This is an optimization exercise on Yosys and OpenROAD, whose aim is small area, a short achievable clock period and few clock cycles, not a production implementation.
In this exercise RTL edits were held to simulation tests only and were not proved equivalent to the original.
Power and IR drop assume default switching activity.

File: flow/constraint.sdc
create_clock -name core_clock -period 18.0 [get_ports {clk}]
set_input_delay 3.6000 -clock core_clock [delete_from_list [all_inputs] [get_ports {clk}]]
set_output_delay 3.6000 -clock core_clock [all_outputs]
set_load 0.01 [all_outputs]
File: flow/config.mk
export PLATFORM = sky130hd
export DESIGN_NAME = vrm_codec
export DESIGN_NICKNAME = vrm_codec
export VERILOG_FILES = /design/flow/design.v
export SDC_FILE = /design/flow/constraint.sdc
export NUM_CORES = 4
export LEC_CHECK = 0
export CAP_MARGIN = 20
export CORE_MARGIN = 2
export CORE_UTILIZATION = 40
export SLEW_MARGIN = 20
File: flow/design.v
module vrm_codec_map (
    input  wire [2:0] reg_i,
    input  wire [2:0] fld_i,
    output reg        reg_ok,    
    output reg        fld_ok,    
    output reg  [7:0] reg_w,     
    output reg  [7:0] tz,        
    output reg  [5:0] width,     
    output reg  [2:0] kind       
);
    localparam K_IDENT = 3'd0, K_GAIN = 3'd1, K_ILLUM = 3'd2, K_INDIC = 3'd3,
               K_SCALE = 3'd4, K_F32 = 3'd5, K_FWVER = 3'd6;
    reg [2:0] nfld;
    always @* begin
        reg_ok = 1'b1;
        tz     = 8'd0;
        width  = 6'd8;
        kind   = K_IDENT;
        case (reg_i)
            3'd0: begin reg_w = 8'd32;  nfld = 3'd3; end   
            3'd1: begin reg_w = 8'd8;   nfld = 3'd5; end   
            3'd2: begin reg_w = 8'd8;   nfld = 3'd1; end   
            3'd3: begin reg_w = 8'd8;   nfld = 3'd1; end   
            3'd4: begin reg_w = 8'd8;   nfld = 3'd4; end   
            3'd5: begin reg_w = 8'd96;  nfld = 3'd6; end   
            3'd6: begin reg_w = 8'd192; nfld = 3'd6; end   
            default: begin reg_w = 8'd8; nfld = 3'd0; reg_ok = 1'b0; end
        endcase
        fld_ok = (fld_i < nfld);
        case (reg_i)
            3'd0: case (fld_i)
                3'd0:    begin tz = 8'd24; width = 6'd8;  end
                3'd1:    begin tz = 8'd16; width = 6'd8;  end
                default: begin tz = 8'd0;  width = 6'd16; kind = K_FWVER; end
            endcase
            3'd1: case (fld_i)
                3'd0:    begin tz = 8'd7; width = 6'd1; end
                3'd1:    begin tz = 8'd6; width = 6'd1; end
                3'd2:    begin tz = 8'd4; width = 6'd2; kind = K_GAIN; end
                3'd3:    begin tz = 8'd2; width = 6'd2; end
                default: begin tz = 8'd1; width = 6'd1; end
            endcase
            3'd2: kind = K_SCALE;
            3'd3: ;
            3'd4: case (fld_i)
                3'd0:    begin tz = 8'd4; width = 6'd2; kind = K_ILLUM; end
                3'd1:    begin tz = 8'd3; width = 6'd1; end
                3'd2:    begin tz = 8'd1; width = 6'd2; kind = K_INDIC; end
                default: begin tz = 8'd0; width = 6'd1; end
            endcase
            3'd5: begin tz = 8'd80 - 8'd16 * fld_i; width = 6'd16; end
            3'd6: begin tz = 8'd160 - 8'd32 * fld_i; width = 6'd32; kind = K_F32; end
            default: ;
        endcase
    end
endmodule
module vrm_codec (
    input  wire         clk,
    input  wire         rst,           
    input  wire         cmd_valid,
    output wire         cmd_ready,
    input  wire [31:0]  cmd_word,
    input  wire [191:0] cmd_opd,
    input  wire [2:0]   cmd_opv_tag,
    input  wire [63:0]  cmd_opv,
    output reg          rsp_valid,
    output reg  [7:0]   rsp_stat,      
    output reg  [191:0] rsp_data,      
    output reg  [2:0]   rsp_val_tag,   
    output reg  [63:0]  rsp_val,       
    output reg  [15:0]  flog           
);
    localparam T_UNDEF = 3'd0, T_INT = 3'd1, T_F64 = 3'd2, T_F32 = 3'd3, T_VER = 3'd4;
    localparam K_IDENT = 3'd0, K_GAIN = 3'd1, K_ILLUM = 3'd2, K_INDIC = 3'd3,
               K_SCALE = 3'd4, K_F32 = 3'd5, K_FWVER = 3'd6;
    localparam ST_OK = 8'h00, ST_INVALID = 8'h02, ST_ILLEGAL = 8'h04,
               ST_NOREG = 8'h05, ST_NOFLD = 8'h06;
    localparam [52:0] K28 = 53'h16666666666666;
    localparam S_IDLE = 2'd0, S_EXEC = 2'd1, S_MUL = 2'd2, S_DIV = 2'd3;
    reg [1:0] state;
    reg [31:0]  c_word;
    reg [191:0] c_opd;
    reg [2:0]   c_tag;
    reg [63:0]  c_opv;
    assign cmd_ready = (state == S_IDLE);
    wire is_fdecr = (c_word & 32'hF81FFFFF) == 32'h30000000;
    wire is_fenc  = (c_word & 32'hF81FFFFF) == 32'h38000000;
    wire is_fins  = (c_word & 32'hF81FFFFF) == 32'h40000000;
    wire legal    = is_fdecr | is_fenc | is_fins;
    wire       reg_ok, fld_ok;
    wire [7:0] reg_w, tz;
    wire [5:0] fwidth;
    wire [2:0] kind;
    vrm_codec_map u_map (
        .reg_i(c_word[26:24]), .fld_i(c_word[23:21]),
        .reg_ok(reg_ok), .fld_ok(fld_ok), .reg_w(reg_w), .tz(tz),
        .width(fwidth), .kind(kind)
    );
    wire [191:0] reg_ones = ~(192'd0) >> (8'd192 - reg_w);
    wire [31:0]  fld_ones = ~(32'd0) >> (6'd32 - fwidth);
    wire [191:0] fmask    = {160'd0, fld_ones} << tz;
    wire [191:0] opd_w    = c_opd & reg_ones;
    wire [31:0]  masked   = (opd_w & fmask) >> tz;    
    wire        is_int = (c_tag == T_INT);
    wire        is_f64 = (c_tag == T_F64);
    wire        is_f32 = (c_tag == T_F32);
    wire        x_nan  = (c_opv[62:52] == 11'h7FF) && (c_opv[51:0] != 52'd0);
    wire        x_inf  = (c_opv[62:52] == 11'h7FF) && (c_opv[51:0] == 52'd0);
    wire        n_neg  = c_opv[63];
    wire [63:0] n_abs  = n_neg ? (~c_opv + 64'd1) : c_opv;
    reg  [6:0]  n_lz;
    integer     i;
    always @* begin
        n_lz = 7'd64;
        for (i = 0; i < 64; i = i + 1)
            if (n_abs[i]) n_lz = 7'd63 - i[6:0];
    end
    wire [63:0] n_norm = n_abs << n_lz[5:0];
    wire        n_g    = n_norm[10];
    wire        n_st   = |n_norm[9:0];
    wire [53:0] n_rnd  = {1'b0, n_norm[63:11]} + {53'd0, n_g & (n_st | n_norm[11])};
    wire [10:0] n_exp  = 11'd1023 + 11'd63 - {4'd0, n_lz} + {10'd0, n_rnd[53]};
    wire [51:0] n_frac = n_rnd[53] ? 52'd0 : n_rnd[51:0];
    wire [63:0] int_f64 = (n_abs == 64'd0) ? 64'd0 : {n_neg, n_exp, n_frac};
    wire [63:0] xf = is_int ? int_f64 : c_opv;
    wire        xf_nan = (xf[62:52] == 11'h7FF) && (xf[51:0] != 52'd0);
    wire        xf_inf = (xf[62:52] == 11'h7FF) && (xf[51:0] == 52'd0);
    reg [63:0] mid0, mid1, mid2;        
    reg signed [63:0] imid0, imid1, imid2;
    always @* begin
        case (kind)
            K_GAIN: begin
                mid0 = 64'h4002CCCCCCCCCCCD;   
                mid1 = 64'h4023B33333333333;   
                mid2 = 64'h4044000000000000;   
                imid0 = 64'sd2; imid1 = 64'sd9; imid2 = 64'sd40;
            end
            K_ILLUM: begin
                mid0 = 64'h4032C00000000000;   
                mid1 = 64'h4042C00000000000;   
                mid2 = 64'h4052C00000000000;   
                imid0 = 64'sd18; imid1 = 64'sd37; imid2 = 64'sd75;
            end
            default: begin
                mid0 = 64'h3FF8000000000000;   
                mid1 = 64'h4008000000000000;   
                mid2 = 64'h4018000000000000;   
                imid0 = 64'sd1; imid1 = 64'sd3; imid2 = 64'sd6;
            end
        endcase
    end
    wire le0 = c_opv[63] | (c_opv[62:0] <= mid0[62:0]);
    wire le1 = c_opv[63] | (c_opv[62:0] <= mid1[62:0]);
    wire le2 = c_opv[63] | (c_opv[62:0] <= mid2[62:0]);
    wire ile0 = $signed(c_opv) <= imid0;
    wire ile1 = $signed(c_opv) <= imid1;
    wire ile2 = $signed(c_opv) <= imid2;
    wire [1:0] lut_code_f = le0 ? 2'd0 : le1 ? 2'd1 : le2 ? 2'd2 : 2'd3;
    wire [1:0] lut_code_i = ile0 ? 2'd0 : ile1 ? 2'd1 : ile2 ? 2'd2 : 2'd3;
    wire        fs   = xf[63];
    wire [10:0] fe   = xf[62:52];
    wire [52:0] fm   = {1'b1, xf[51:0]};
    wire signed [12:0] fE = $signed({2'b00, fe}) - 13'sd1023;
    reg  [31:0] f32_pat;
    reg         f32_ovf;
    reg  [24:0] f_rnd;
    reg  [7:0]  f_exp;
    reg  [12:0] f_sh;
    reg  [52:0] f_k;
    reg         f_g, f_st;
    reg  [23:0] f_sub;
    always @* begin
        f32_ovf = 1'b0;
        f_rnd = 25'd0; f_exp = 8'd0; f_sh = 13'd0; f_k = 53'd0;
        f_g = 1'b0; f_st = 1'b0; f_sub = 24'd0;
        if (xf_nan) begin
            f32_pat = 32'h7FC00000;
        end else if (xf_inf) begin
            f32_pat = {fs, 31'h7F800000};
        end else if (fe == 11'd0) begin
            f32_pat = {fs, 31'd0};                         
        end else if (fE > 13'sd127) begin
            f32_pat = 32'd0;
            f32_ovf = 1'b1;
        end else if (fE >= -13'sd126) begin
            f_rnd = {1'b0, fm[52:29]} + {24'd0, fm[28] & ((|fm[27:0]) | fm[29])};
            f_exp = fE[7:0] + 8'd127 + {7'd0, f_rnd[24]};
            if (fE == 13'sd127 && f_rnd[24]) begin
                f32_pat = 32'd0;
                f32_ovf = 1'b1;
            end else begin
                f32_pat = {fs, f_exp, f_rnd[24] ? 23'd0 : f_rnd[22:0]};
            end
        end else begin
            f_sh = -fE - 13'd97;                           
            if (f_sh > 13'd53) begin
                f32_pat = {fs, 31'd0};
            end else begin
                f_k  = fm >> f_sh;
                f_g  = fm[f_sh - 13'd1];
                f_st = |(fm & ((53'd1 << (f_sh - 13'd1)) - 53'd1));
                f_sub = f_k[23:0] + {23'd0, f_g & (f_st | f_k[0])};
                f32_pat = {fs, 7'd0, f_sub};
            end
        end
    end
    reg        enc_bad;    
    reg [31:0] enc_val;
    reg        need_mul;   
    always @* begin
        enc_bad  = 1'b0;
        enc_val  = 32'd0;
        need_mul = 1'b0;
        case (kind)
            K_IDENT: begin
                enc_bad = !is_int;
                enc_val = c_opv[31:0];
            end
            K_GAIN, K_ILLUM, K_INDIC: begin
                if (is_int)
                    enc_val = {30'd0, lut_code_i};
                else if (is_f64 && !x_nan)
                    enc_val = {30'd0, lut_code_f};
                else
                    enc_bad = 1'b1;
            end
            K_SCALE: begin
                if ((is_int || is_f64) && !xf_nan && !xf_inf)
                    need_mul = 1'b1;
                else
                    enc_bad = 1'b1;
            end
            K_F32: begin
                if (is_f32)
                    enc_val = c_opv[31:0];
                else if (is_int || is_f64) begin
                    enc_val = f32_pat;
                    enc_bad = f32_ovf;
                end else
                    enc_bad = 1'b1;
            end
            default: enc_bad = 1'b1;                       
        endcase
    end
    reg  [31:0]  ins_val;
    wire [191:0] ins_bits = ({160'd0, ins_val} << tz) & fmask & reg_ones;
    wire [191:0] ins_reg  = (opd_w & ~fmask) | ins_bits;
    reg  [52:0]  mul_a;       
    reg  [105:0] mul_b;       
    reg  [105:0] mul_p;       
    reg  [5:0]   cnt;
    reg          m_s;
    reg  [10:0]  m_e;
    wire         p_hi   = mul_p[105];
    wire [52:0]  p_m    = p_hi ? mul_p[105:53] : mul_p[104:52];
    wire         p_g    = p_hi ? mul_p[52] : mul_p[51];
    wire         p_st   = p_hi ? (|mul_p[51:0]) : (|mul_p[50:0]);
    wire [53:0]  p_rnd  = {1'b0, p_m} + {53'd0, p_g & (p_st | p_m[0])};
    wire signed [13:0] p_sh = $signed({3'b000, m_e}) - (p_hi ? 14'sd1073 : 14'sd1074)
                              + (p_rnd[53] ? 14'sd1 : 14'sd0);
    wire [52:0]  p_mn   = p_rnd[53] ? 53'h10000000000000 : p_rnd[52:0];
    wire         p_ovf  = (m_e != 11'd0) && (p_sh >= 14'sd972);
    reg  [7:0]   p_int;   
    always @* begin
        if (m_e == 11'd0 || p_sh <= -14'sd53 || p_sh >= 14'sd8)
            p_int = 8'd0;
        else if (p_sh < 14'sd0)
            p_int = p_mn[52:0] >> (-p_sh);
        else
            p_int = p_mn[7:0] << p_sh;
    end
    wire [7:0]   scale_enc = m_s ? (~p_int + 8'd1) : p_int;
    reg  [53:0]  div_r;       
    reg  [54:0]  div_q;       
    reg  [2:0]   d_em;        
    wire [53:0]  div_t = div_r - {1'b0, K28};
    wire         div_ge = !div_t[53];
    reg  [2:0]   m_lz_pos;
    integer      j;
    always @* begin
        m_lz_pos = 3'd0;
        for (j = 0; j < 8; j = j + 1)
            if (masked[j]) m_lz_pos = j[2:0];
    end
    wire [52:0]  m_norm = {45'd0, masked[7:0]} << (6'd52 - {3'd0, m_lz_pos});
    wire         q_hi   = div_q[54];
    wire [52:0]  q_m    = q_hi ? div_q[54:2] : div_q[53:1];
    wire         q_g    = q_hi ? div_q[1] : div_q[0];
    wire         q_st   = (q_hi ? div_q[0] : 1'b0) | (div_r != 54'd0);
    wire [53:0]  q_rnd  = {1'b0, q_m} + {53'd0, q_g & (q_st | q_m[0])};
    wire [10:0]  q_exp  = 11'd1023 + {8'd0, d_em} - (q_hi ? 11'd1 : 11'd2) + {10'd0, q_rnd[53]};
    wire [63:0]  scale_dec = {1'b0, q_exp, q_rnd[53] ? 52'd0 : q_rnd[51:0]};
    reg  [2:0]   dec_tag;
    reg  [63:0]  dec_val;
    always @* begin
        case (kind)
            K_GAIN: begin
                dec_tag = T_F64;
                case (masked[1:0])
                    2'd0: dec_val = 64'h3FF0000000000000;    
                    2'd1: dec_val = 64'h400D99999999999A;    
                    2'd2: dec_val = 64'h4030000000000000;    
                    default: dec_val = 64'h4050000000000000;  
                endcase
            end
            K_ILLUM: begin
                dec_tag = T_F64;
                case (masked[1:0])
                    2'd0: dec_val = 64'h4029000000000000;    
                    2'd1: dec_val = 64'h4039000000000000;    
                    2'd2: dec_val = 64'h4049000000000000;    
                    default: dec_val = 64'h4059000000000000;  
                endcase
            end
            K_INDIC: begin
                dec_tag = T_F64;
                case (masked[1:0])
                    2'd0: dec_val = 64'h3FF0000000000000;    
                    2'd1: dec_val = 64'h4000000000000000;    
                    2'd2: dec_val = 64'h4010000000000000;    
                    default: dec_val = 64'h4020000000000000;  
                endcase
            end
            K_F32: begin
                dec_tag = T_F32;
                dec_val = {32'd0, masked};
            end
            K_FWVER: begin
                dec_tag = T_VER;
                dec_val = {44'd0, masked[7:4], 2'd0, masked[3:0], masked[15:14], 2'd0, masked[13:8]};
            end
            default: begin
                dec_tag = T_INT;
                dec_val = {32'd0, masked};
            end
        endcase
    end
    reg       fin;      
    reg [7:0] fin_st;   
    always @* begin
        ins_val = (state == S_MUL) ? {24'd0, scale_enc} : enc_val;
    end
    always @(posedge clk) begin
        if (rst) begin
            state       <= S_IDLE;
            rsp_valid   <= 1'b0;
            rsp_stat    <= 8'h00;
            rsp_data    <= 192'd0;
            rsp_val_tag <= T_UNDEF;
            rsp_val     <= 64'd0;
            flog        <= 16'd0;
        end else begin
            rsp_valid <= 1'b0;
            fin       = 1'b0;
            fin_st    = ST_OK;
            case (state)
                S_IDLE: begin
                    if (cmd_valid) begin
                        c_word <= cmd_word;
                        c_opd  <= cmd_opd;
                        c_tag  <= cmd_opv_tag;
                        c_opv  <= cmd_opv;
                        state  <= S_EXEC;
                    end
                end
                S_EXEC: begin
                    if (!legal)
                        begin fin = 1'b1; fin_st = ST_ILLEGAL; end
                    else if (!reg_ok)
                        begin fin = 1'b1; fin_st = ST_NOREG; end
                    else if (!fld_ok)
                        begin fin = 1'b1; fin_st = ST_NOFLD; end
                    else if (is_fdecr) begin
                        if (kind == K_SCALE && masked[7:0] != 8'd0) begin
                            div_r <= {1'b0, m_norm};
                            div_q <= 55'd0;
                            d_em  <= m_lz_pos;
                            cnt   <= 6'd0;
                            state <= S_DIV;
                        end else begin
                            rsp_val_tag <= (kind == K_SCALE) ? T_F64 : dec_tag;
                            rsp_val     <= (kind == K_SCALE) ? 64'd0 : dec_val;
                            begin fin = 1'b1; fin_st = ST_OK; end
                        end
                    end else if (enc_bad)
                        begin fin = 1'b1; fin_st = ST_INVALID; end
                    else if (need_mul) begin
                        mul_a <= (xf[62:52] == 11'd0) ? {1'b0, xf[51:0]} : {1'b1, xf[51:0]};
                        mul_b <= {53'd0, K28};
                        mul_p <= 106'd0;
                        m_s   <= xf[63];
                        m_e   <= xf[62:52];
                        cnt   <= 6'd0;
                        state <= S_MUL;
                    end else begin
                        rsp_data <= is_fins ? ins_reg : ins_bits;
                        begin fin = 1'b1; fin_st = ST_OK; end
                    end
                end
                S_MUL: begin
                    if (cnt == 6'd53) begin
                        if (p_ovf)
                            begin fin = 1'b1; fin_st = ST_INVALID; end
                        else begin
                            rsp_data <= is_fins ? ins_reg : ins_bits;
                            begin fin = 1'b1; fin_st = ST_OK; end
                        end
                    end else begin
                        if (mul_a[0]) mul_p <= mul_p + mul_b;
                        mul_a <= mul_a >> 1;
                        mul_b <= mul_b << 1;
                        cnt   <= cnt + 6'd1;
                    end
                end
                S_DIV: begin
                    if (cnt == 6'd55) begin
                        rsp_val_tag <= T_F64;
                        rsp_val     <= scale_dec;
                        begin fin = 1'b1; fin_st = ST_OK; end
                    end else begin
                        div_q <= {div_q[53:0], div_ge};
                        div_r <= div_ge ? {div_t[52:0], 1'b0} : {div_r[52:0], 1'b0};
                        cnt   <= cnt + 6'd1;
                    end
                end
            endcase
            if (fin) begin
                rsp_valid <= 1'b1;
                rsp_stat  <= fin_st;
                if (fin_st != ST_OK) flog[fin_st[3:0]] <= 1'b1;
                state     <= S_IDLE;
            end
        end
    end
endmodule
File: flow/run.sh
#!/bin/bash
# synth_recipe.tcl (not shown) runs the flow's synth.tcl, then flattens the netlist and writes it again
# the make line also repeats each setting of config.mk as NAME=value (left out here)
make -C /OpenROAD-flow-scripts/flow DESIGN_CONFIG=/design/flow/config.mk WORK_HOME=/design/flow/orfs CLKGATE_MAP_FILE= SYNTH_SCRIPT=/design/flow/synth_recipe.tcl finish
==> notes.md <==
* Outcome: timing/DRC/antenna clean
* Fraction of the yosys area taken by sequential cells at 0.320
* Most frequent cells in the layout: 1062 x sky130_fd_sc_hd__nor2_1, 1057 x sky130_fd_sc_hd__nand2_1, 937 x sky130_fd_sc_hd__buf_4
* Library cells used by synthesis at 138
* Unrepaired setup endpoints after global routing: no
* Max-Cap Viols at 0
* Post-route antenna net violation count at 0
* WL final at 466 mm
* CP startpoint kind: flip-flop
* Combinational family with the most area after synthesis: compound AO/OA/AOI/OAI gates
* Max transition margin at 0.0804
* Cell type of the slowest stage on the worst timing path: sky130_fd_sc_hd__edfxtp_1
* Most common library cell in the layout ignoring fill and taps: sky130_fd_sc_hd__nor2_1
* Gr ovfl total at 0
* Count of routing violations after the opening detailed-route iteration at 14620
* Overall power at 12.1 mW
* Net total in the final layout at 11510
* GRT Total Usage at 0.429
* Number of buffers between clock root and the deepest sink at 3
* Top-Level Pins at 579
* Die ar. at 206000 um^2
* Setup TNS at 0 ns
* Multiplexer area fraction after synthesis at 0.0472
* Initial antenna violation count at 27
* Count of state elements after synthesis at 955
* Largest stage delay on the critical path at 0.81 ns
* Yosys warns at 2
* Hold buffer count at cts at 0
* Area growth syn-to-layout at 21.7%
* Detailed Place HPWL at 360 mm
* Synth Area in Simple Gates at 0.236
* Avg Inst Size Synth at 8.09 um^2
* Arrival time of the worst setup path at 17.86 ns
* XOR/XNOR Fraction of Synth Area at 0.0489
* Required time of the worst setup path at 18.71 ns
* Number of rows created at floorplan at 165
* TritonCTS clock tree: built
* Worst path most repeated cell: sky130_fd_sc_hd__buf_4
* H-Tree Depth at 3
* Die boundary height at 454 um
* Wirelength per Cell at 33.9 um
* Max FO, Critical Path at 18
* Wire length of the first global-routing pass at 647 mm
* Number of design rule violations left after detail routing at 0
* Initial Utilization at 0.402
* Setup Viol. Count Final at 0
* Synthesized instance count at 10028
* Worst hold margin at 0.463 ns
* Endpoint class of the critical path: flip-flop
* Multi-input gate area at 52200 um^2
* Placed inst area at 94800 um^2
* Share of async-settable or async-resettable flops after synthesis at 0
* Max-slew violation total from the final report at 0
* Type of the worst min-delay path: reg -> reg
* Areal power density over the cells at 123 nW/um^2
* Most frequently used flop master after synthesis: sky130_fd_sc_hd__edfxtp_1
* Hold Fails Final Rpt at 0
* Root buffer selected by CTS: sky130_fd_sc_hd__clkbuf_16
* Vias per cell at 6.81
* Total number of clock tree sinks at 955
* Worst-case clock skew at 0.0844 ns
* Leakage power summed over all cells at 35.6 nW
* Floorplan Core Area at 202000 um^2
* Filler cell count at 19550
* Worst supply voltage drop on vdd at 0.144 mV
* Die X-Extent at 454 um
* Final cycle utilization of the critical path at 0.952
* Port bufs at 572
* Seq. cell area at 25900 um^2
* Worst Tran Pin Value at 1.36 ns
* Post-synth top area cell: sky130_fd_sc_hd__edfxtp_1
* Maximum achievable frequency at 0.0583 GHz
* Post-synth EDFFs at 680
* Pin count of the biggest net entering global routing at 124
* Compound-gate portion of the synthesized area at 0.267
* Crit Path Class: reg -> reg
* Combined area of all synthesized cells at 81100 um^2
* Minimum clock period after layout at 17.14 ns
* Number of global-route vias before repair at 87023
* Clock latency on the worst-skew pair at 0.84 ns
* Leading post-synthesis cells by cell area: sky130_fd_sc_hd__edfxtp_1 25%, sky130_fd_sc_hd__dfxtp_1 6.8%, sky130_fd_sc_hd__nor2_1 5.0%
* Post-synth top area share at 0.252
* Final weighted congestion in routability-driven placement at 1.13
* Adder and majority cell fraction of the synthesized area at 0.0385
* Share of post-route cells with drive strength above 1 at 0.133
* Clk pin slew, worst setup/hold paths at 0.07 ns
* Total vias in the final route at 93678
* Inserted Clock Buffers at 108
* Number of iterations in the first detailed-routing pass at 12
* Fin area at 98800 um^2
cell families (layout without fill, tap and decap cells):
group | after synthesis | count (layout)
AO/OA/AOI/OAI | 3212 | 3213
other | 1 | 26
adder cells (fa/ha/maj) | 247 | 247
buffers and inverters | 833 | 1863
XOR/XNOR | 450 | 450
flip-flops | 955 | 955
AND/OR/NAND/NOR | 3969 | 3969
multiplexers | 361 | 361
flip-flops by register name, summed over array words and instances, names as in the netlist, 2 cells and up:
register / cells
c_opd: 192
c_opv: 64
c_tag: 3
c_word: 32
cnt: 6
d_em: 3
div_q: 55
div_r: 50
flog: 16
m_e: 11
mul_a: 53
mul_b: 105
mul_p: 105
rsp_data: 192
rsp_stat: 3
rsp_val: 58
rsp_val_tag: 3
state: 2
metrics by stage:
stage	util	setup WS (ns)	cells
final	0.489	0.858	13756
after global routing	0.489	0.0485	13740
after CTS	0.488	0.920	13722
after detailed placement	0.470	1.00	13517
after global placement	0.470	0.910	13516
after floorplan	-	0.409	10033
power breakdown:
group	leakage [nW]	switching, mW	total [mW]	internal, mW
sequential	8.57	0.328	3.04	2.71
clock	1.76	1.04	2.33	1.29
combinational	25.2	4.56	6.78	2.22
cell type report:
type                            count  share of cell area
Tap cell                         2672              0.0339
Clock buffer                      147              0.0301
Inverter                          134             0.00525
Sequential cell                   955               0.263
Clock inverter                     58             0.00703
Antenna cell                       20            0.000507
Timing Repair Buffer             1524               0.132
Multi-Input combinational cell   8246               0.529
synth_stat cells, drive strengths merged (106+ instances only):
master and count:
nor2 1080, nand2 1062, a21oi 757, o21ai 691, edfxtp 680, clkbuf 515
nand3 417, nor3 294, dfxtp 275, mux2i 262, xnor2 259, ha 243
a31oi 196, xor2 189, buf 183, and2 177, a211oi 164, and3 162
nand4 141, nor4 140, o211ai 130, inv 128, nand2b 106
worst max-delay path, delay by kind of cell (launching register included):
family	cells	cell delay [ns]
buffers and inverters	12	2.23
adder cells (fa/ha/maj)	5	1.22
multiplexers	1	0.19
AND/OR/NAND/NOR	20	6.21
XOR/XNOR	1	0.16
AO/OA/AOI/OAI	23	6.25
flip-flops	1	0.81
layer usage:
metal	vias up	wire length (um)	share of wire	global-route usage
met5	-	250	0.00054	0
met4	28	32600	0.070	0.243
met3	1626	58400	0.13	0.145
met2	6674	191000	0.41	0.618
met1	45282	184000	0.39	0.559
li1	40068	-	-	-
path summary, 6_finish.rpt:
| check | from | to | slack (ns) | cells after the start |
|---|---|---|---|---|
| max | c_opv[50] | rsp_data[182] | 0.86 | 62 |
| min | rsp_val[37] | rsp_val[37] | 0.46 | 2 |
| max reg2reg | c_opv[50] | rsp_data[182] | 0.86 | 62 |
| min reg2reg | rsp_val[37] | rsp_val[37] | 0.46 | 2 |
repair_timing:
| action | 4_1_cts | 5_1_grt |
|---|---|---|
| endpoints found under the setup margin | 0 | 131 |
| resized for setup | 0 | 8 |
| endpoints found under the hold margin | 0 | 0 |
| buffers inserted | 0 | 12 |
Testbench counts, summed over its fixed seeds: cycles 10,444.

-- static timing again, ports no longer ideal --
How much do the figures lean on ideal ports? The routed layout below was timed once more, with nothing changed but the port constraints. Step 1: set_driving_cell puts a clkbuf_16 on clk and a buf_2 on each other input, an assumption about the parent block. Step 2 adds t to the input delays and takes it off the output delays; t is the mean of the earliest and latest rising clock arrival at the registers after step 1. Input paths then give back, and output paths get back, about the clock's delay inside the block. a / b / c = ideal ports / drivers / drivers and shift; a / b = the first two.
shift t [ns]: 0.909
setup slack, ns: 0.858 / 0.858 / 0.858
hold WS [ns]: 0.463 / 0.463 / 0.463
clock arrival spread, ns: 0.084 / 0.084
worst slew at a driven data input, ns: 0.24
After both steps setup and hold are still met in this run. The setup slack of this run moves by 0.000 ns with the drivers and by 0.000 ns with both steps.
